This design comes from an exercise in tuning for small area, a short achievable clock period and few clock cycles on the open sky130 flow, not from production work.
In this exercise RTL edits were held to simulation tests only and were not proved equivalent to the original.
No activity file was given, so power comes from the tool's default toggle rates.

== the baseline ==
Design autd3_cpu, start of the top module:
module autd3_cpu (
    input  wire        clk,
    input  wire        rst,
    input  wire        frame_valid,
    input  wire        tick_valid,
    output reg         evt_ready,
    output reg  [6:0]  hdr_addr,
    input  wire [7:0]  hdr_data,
    output reg  [7:0]  bulk_addr,
    input  wire [15:0] bulk_data,
    output reg         bus_valid,
    output reg         bus_we,
    output reg  [2:0]  bus_bank,
    output reg  [13:0] bus_addr,
    output reg  [15:0] bus_wdata,
    input  wire        bus_ready,
    input  wire [15:0] bus_rdata,
    input  wire [63:0] dc_now,
    input  wire [63:0] dc_next_start,
    input  wire [63:0] dc_period,
    output reg  [15:0] tx_ack
);
Size: ~340 flip-flops, ~300 I/O pins, roughly 21,000 sq um of cells after synthesis.
Settings: LEC_CHECK=0, CAP_MARGIN=20, CORE_MARGIN=2, CORE_UTILIZATION=40, PLACE_DENSITY=0.6, SETUP_SLACK_MARGIN=5, SLEW_MARGIN=20; clock period 9.0 ns.
run.sh (not shown) runs the stock make flow with config.mk's settings and CLKGATE_MAP_FILE= SYNTH_SCRIPT=/design/flow/synth_recipe.tcl, a recipe that flattens the netlist after the stock synthesis.
Looking at the reports, the baseline completed the entire flow and the layout it produced met the timing, design-rule and antenna checks.
Testbench counts of the baseline, summed over its fixed seeds: cycles 63,979.
diff inputs: the baseline => the candidate
Settings: a deleted SETUP_SLACK_MARGIN that had been 5.
## What came out
- As of the candidate, static leakage power had fallen by a few percent compared to the baseline.
- [the candidate vs the baseline] worst endpoint required time: lower in the candidate
- The baseline consumes more power than the candidate.
- Compared with the baseline, the candidate shows a power share of the sequential group that is 0.5 points higher.
- Die area came out exactly the same in the candidate and the baseline.
- The flow did not stop early for the candidate: all stages ran, and the layout cleared the timing, design-rule and antenna checks.

* * *

Setup of v38:
autd3_cpu, a different RTL version from the one above (not shown whole).
Size: about 2000 cells after synthesis, ~350 flip-flops, ~300 I/O pins, about 0.018 mm² of cells after synthesis.
==> flow/config.mk <==
export PLATFORM = sky130hd
export DESIGN_NAME = autd3_cpu
export DESIGN_NICKNAME = autd3_cpu
export VERILOG_FILES = /design/flow/design.v
export SDC_FILE = /design/flow/constraint.sdc
export NUM_CORES = 4
export LEC_CHECK = 0
export CAP_MARGIN = 20
export CORE_MARGIN = 2
export CORE_UTILIZATION = 55
export CTS_BUF_LIST = sky130_fd_sc_hd__clkbuf_8
export CTS_CLUSTER_SIZE = 25
export PLACE_DENSITY = 0.75
export SETUP_SLACK_MARGIN = 5
export SLEW_MARGIN = 20
==> flow/constraint.sdc <==
create_clock -name core_clock -period 9.0 [get_ports {clk}]
set_input_delay 1.8000 -clock core_clock [delete_from_list [all_inputs] [get_ports {clk}]]
set_output_delay 1.8000 -clock core_clock [all_outputs]
set_load 0.01 [all_outputs]
standard.sh (not shown) runs the stock make flow with config.mk's settings and CLKGATE_MAP_FILE= SYNTH_SCRIPT=/design/flow/synth_recipe.tcl, a recipe that flattens the netlist after the stock synthesis.
==> flow/flow/run.sh <==
#!/bin/bash
# Standard layout, with the port buffers made from sky130_fd_sc_hd__buf_1
# instead of the delay cell buffer_ports picks by default, and timing repair
# aiming at a setup slack of 5.8 ns.
set -euo pipefail
bash standard.sh "BUFFER_PORTS_ARGS=-buffer_cell sky130_fd_sc_hd__buf_1" SETUP_SLACK_MARGIN=5.8 finish > standard_flow.log 2>&1
The flow did not stop early for v38: all stages ran, and the layout cleared the timing, design-rule and antenna checks.
Testbench counts of v38, summed over its fixed seeds: cycles 64,513.
> inputs changed (v38 -> v48)
# v38
export LEC_CHECK = 0
export CAP_MARGIN = 20
export CORE_MARGIN = 2
export CORE_UTILIZATION = 55
export CTS_BUF_LIST = sky130_fd_sc_hd__clkbuf_8
export CTS_CLUSTER_SIZE = 25
export PLACE_DENSITY = 0.75
export SETUP_SLACK_MARGIN = 5
export SLEW_MARGIN = 20
create_clock -name core_clock -period 9.0 [get_ports {clk}]
# v48
export LEC_CHECK = 0
export CAP_MARGIN = 20
export CORE_MARGIN = 2
export CORE_UTILIZATION = 55
export CTS_BUF_LIST = sky130_fd_sc_hd__clkbuf_8
export CTS_CLUSTER_SIZE = 18
export PLACE_DENSITY = 0.7
export SETUP_SLACK_MARGIN = 5
export SLEW_MARGIN = 20
create_clock -name core_clock -period 9.0 [get_ports {clk}]
[summary]
- v48: flow completed, timing, DRC and antenna clean
- Compared to v38, v48 has global routing usage on met2 0.19 points higher.
- Summary of v48 over v38: multi-input logic portion of the cell area climbed 0.19 points, utilization after layout flat.
- The higher overall power came out of v38.
- Delta (v48 minus v38): clock skew shows an increase of 4.3 ps; longest individual stage delay on the worst path shows no meaningful change.
- Uppermost layer routed: met4 -> v48, met5 -> v38
Modified inputs, v59 compared to v48
# v48
export LEC_CHECK = 0
export CAP_MARGIN = 20
export CORE_MARGIN = 2
export CORE_UTILIZATION = 55
export CTS_BUF_LIST = sky130_fd_sc_hd__clkbuf_8
export CTS_CLUSTER_SIZE = 18
export PLACE_DENSITY = 0.7
export SETUP_SLACK_MARGIN = 5
export SLEW_MARGIN = 20
create_clock -name core_clock -period 9.0 [get_ports {clk}]
# v59
export LEC_CHECK = 0
export CAP_MARGIN = 20
export CORE_MARGIN = 2
export CORE_UTILIZATION = 55
export CTS_BUF_LIST = sky130_fd_sc_hd__clkbuf_8
export CTS_CLUSTER_SIZE = 25
export PLACE_DENSITY = 0.7
export SETUP_SLACK_MARGIN = 5
export SLEW_MARGIN = 20
create_clock -name core_clock -period 9.0 [get_ports {clk}]
==> flow/flow/run.sh <==
#!/bin/bash
# Standard layout, with the port buffers made from sky130_fd_sc_hd__buf_1
# instead of the delay cell buffer_ports picks by default, and timing repair
# aiming at a setup slack of 5.85 ns.
set -euo pipefail
bash standard.sh "BUFFER_PORTS_ARGS=-buffer_cell sky130_fd_sc_hd__buf_1" SETUP_SLACK_MARGIN=5.85 finish > standard_flow.log 2>&1
[summary]
v59 finished all stages; layout check result: FAIL, due to capacitance limit, slew limit.
Per the comparison of v59 with v48, slew at the pin closest to its max-slew limit moved up, met2 routing resource usage after global routing moved up, clock-buffer cell count moved up, wire length of the first global-routing pass moved up, number of buffers added for setup after CTS moved up.
v48 → v59: sequential share of cell area decreased 0.54 points, post-placement worst setup slack decreased 36 ps, total power increased 57 µW, number of cells on the critical path decreased 6, number of sequential storage elements essentially unchanged.
v59 vs v48: fraction of power consumed by combinational cells up
The inputs of v42 differ from those of v59 as listed below.
# v59
export LEC_CHECK = 0
export CAP_MARGIN = 20
export CORE_MARGIN = 2
export CORE_UTILIZATION = 55
export CTS_BUF_LIST = sky130_fd_sc_hd__clkbuf_8
export CTS_CLUSTER_SIZE = 25
export PLACE_DENSITY = 0.7
export SETUP_SLACK_MARGIN = 5
export SLEW_MARGIN = 20
create_clock -name core_clock -period 9.0 [get_ports {clk}]
# v42
export LEC_CHECK = 0
export CAP_MARGIN = 20
export CORE_MARGIN = 2
export CORE_UTILIZATION = 60
export CTS_BUF_LIST = sky130_fd_sc_hd__clkbuf_8
export CTS_CLUSTER_SIZE = 25
export PLACE_DENSITY = 0.72
export SETUP_SLACK_MARGIN = 5
export SLEW_MARGIN = 20
create_clock -name core_clock -period 9.0 [get_ports {clk}]
==> flow/flow/run.sh <==
#!/bin/bash
# Standard layout, with the port buffers made from sky130_fd_sc_hd__buf_1
# instead of the delay cell buffer_ports picks by default, and timing repair
# aiming at a setup slack of 5.8 ns.
set -euo pipefail
bash standard.sh "BUFFER_PORTS_ARGS=-buffer_cell sky130_fd_sc_hd__buf_1" SETUP_SLACK_MARGIN=5.8 finish > standard_flow.log 2>&1
- Both conditions hold for v42: the flow ran to the end and the final layout passed the timing, design-rule and antenna checks.
- v42: cell area after layout is 1.3% lower than what v59 reported.
- v42 reports its critical path start-end classification as reg2reg while v59 reports in2reg.
- v59 reports its beginning of the critical path as hdr_data[4] while v42 reports kc[0].
- v42 has number of rows created at floorplan below what v59 had.
- v42 vs. v59: number of buffers outside the clock class in the layout went down by about 2.2%.
- Density: v42 denser than v59
- Number of antenna violations at the first check in global routing delta for v42 relative to v59: 1 lower
--- input diff v42..v32 ---
# v42
export LEC_CHECK = 0
export CAP_MARGIN = 20
export CORE_MARGIN = 2
export CORE_UTILIZATION = 60
export CTS_BUF_LIST = sky130_fd_sc_hd__clkbuf_8
export CTS_CLUSTER_SIZE = 25
export PLACE_DENSITY = 0.72
export SETUP_SLACK_MARGIN = 5
export SLEW_MARGIN = 20
create_clock -name core_clock -period 9.0 [get_ports {clk}]
# v32
export LEC_CHECK = 0
export CAP_MARGIN = 20
export CORE_MARGIN = 2
export CORE_UTILIZATION = 55
export CTS_BUF_LIST = sky130_fd_sc_hd__clkbuf_8
export CTS_CLUSTER_SIZE = 32
export PLACE_DENSITY = 0.7
export SETUP_SLACK_MARGIN = 5
export SLEW_MARGIN = 20
create_clock -name core_clock -period 9.0 [get_ports {clk}]
--- outcome ---
| fraction of power consumed by combinational cells | v32 vs v42 | 1.0 points lower |
The global-route wire length before repair in v32 was lower than what v42 gave.
Delta (v32 minus v42): maximum number of pins on one net before global-route repair higher, power went up, final cell count without fillers up about 1.8%, antenna violation net count after detailed routing neither gained nor lost much.
Higher number of cells on the worst reg-to-reg path among v32 and v42: v32

==> afterwards: timing with drivers on the ports <==
The results above use ideal ports. As a check the final layouts listed here were re-extracted and re-timed, cells and wires unchanged. Step 1 sets driving cells, clkbuf_16 on the clock port and buf_2 on the other inputs (assumed; they add their load-dependent delay and slew). Step 2 adds t to the input delays and takes it off the output delays; t is the mean of the earliest and latest rising clock arrival at the registers after step 1. Input paths then give back, and output paths get back, about the clock's delay inside the block. a / b / c = ideal / step 1 / step 2; a / b = the first two.
run | t, ns | setup slack, ns | latest minus earliest clock arrival (ns) | worst slew at a driven data input, ns | pins driven straight from the clock port
the baseline | 0.627 | 5.094 / 5.094 / 4.511 | 0.023 / 0.023 | 0.07 | 1
the candidate | 0.633 | 4.281 / 4.281 / 4.071 | 0.016 / 0.015 | 0.07 | 1
v38 | 0.670 | 5.656 / 5.656 / 5.100 | 0.052 / 0.051 | 0.09 | 1
v48 | 0.695 | 5.737 / 5.737 / 5.166 | 0.059 / 0.058 | 0.06 | 1
v59 | 0.677 | 5.727 / 5.743 / 5.066 | 0.040 / 0.040 | 0.10 | 1
v42 | 0.647 | 5.712 / 5.712 / 5.105 | 0.060 / 0.060 | 0.07 | 1
v32 | 0.695 | 5.737 / 5.737 / 5.166 | 0.059 / 0.058 | 0.06 | 1
The setup slack of v59, which loses most, moves by +0.016 ns with the drivers and by -0.661 ns with both steps.
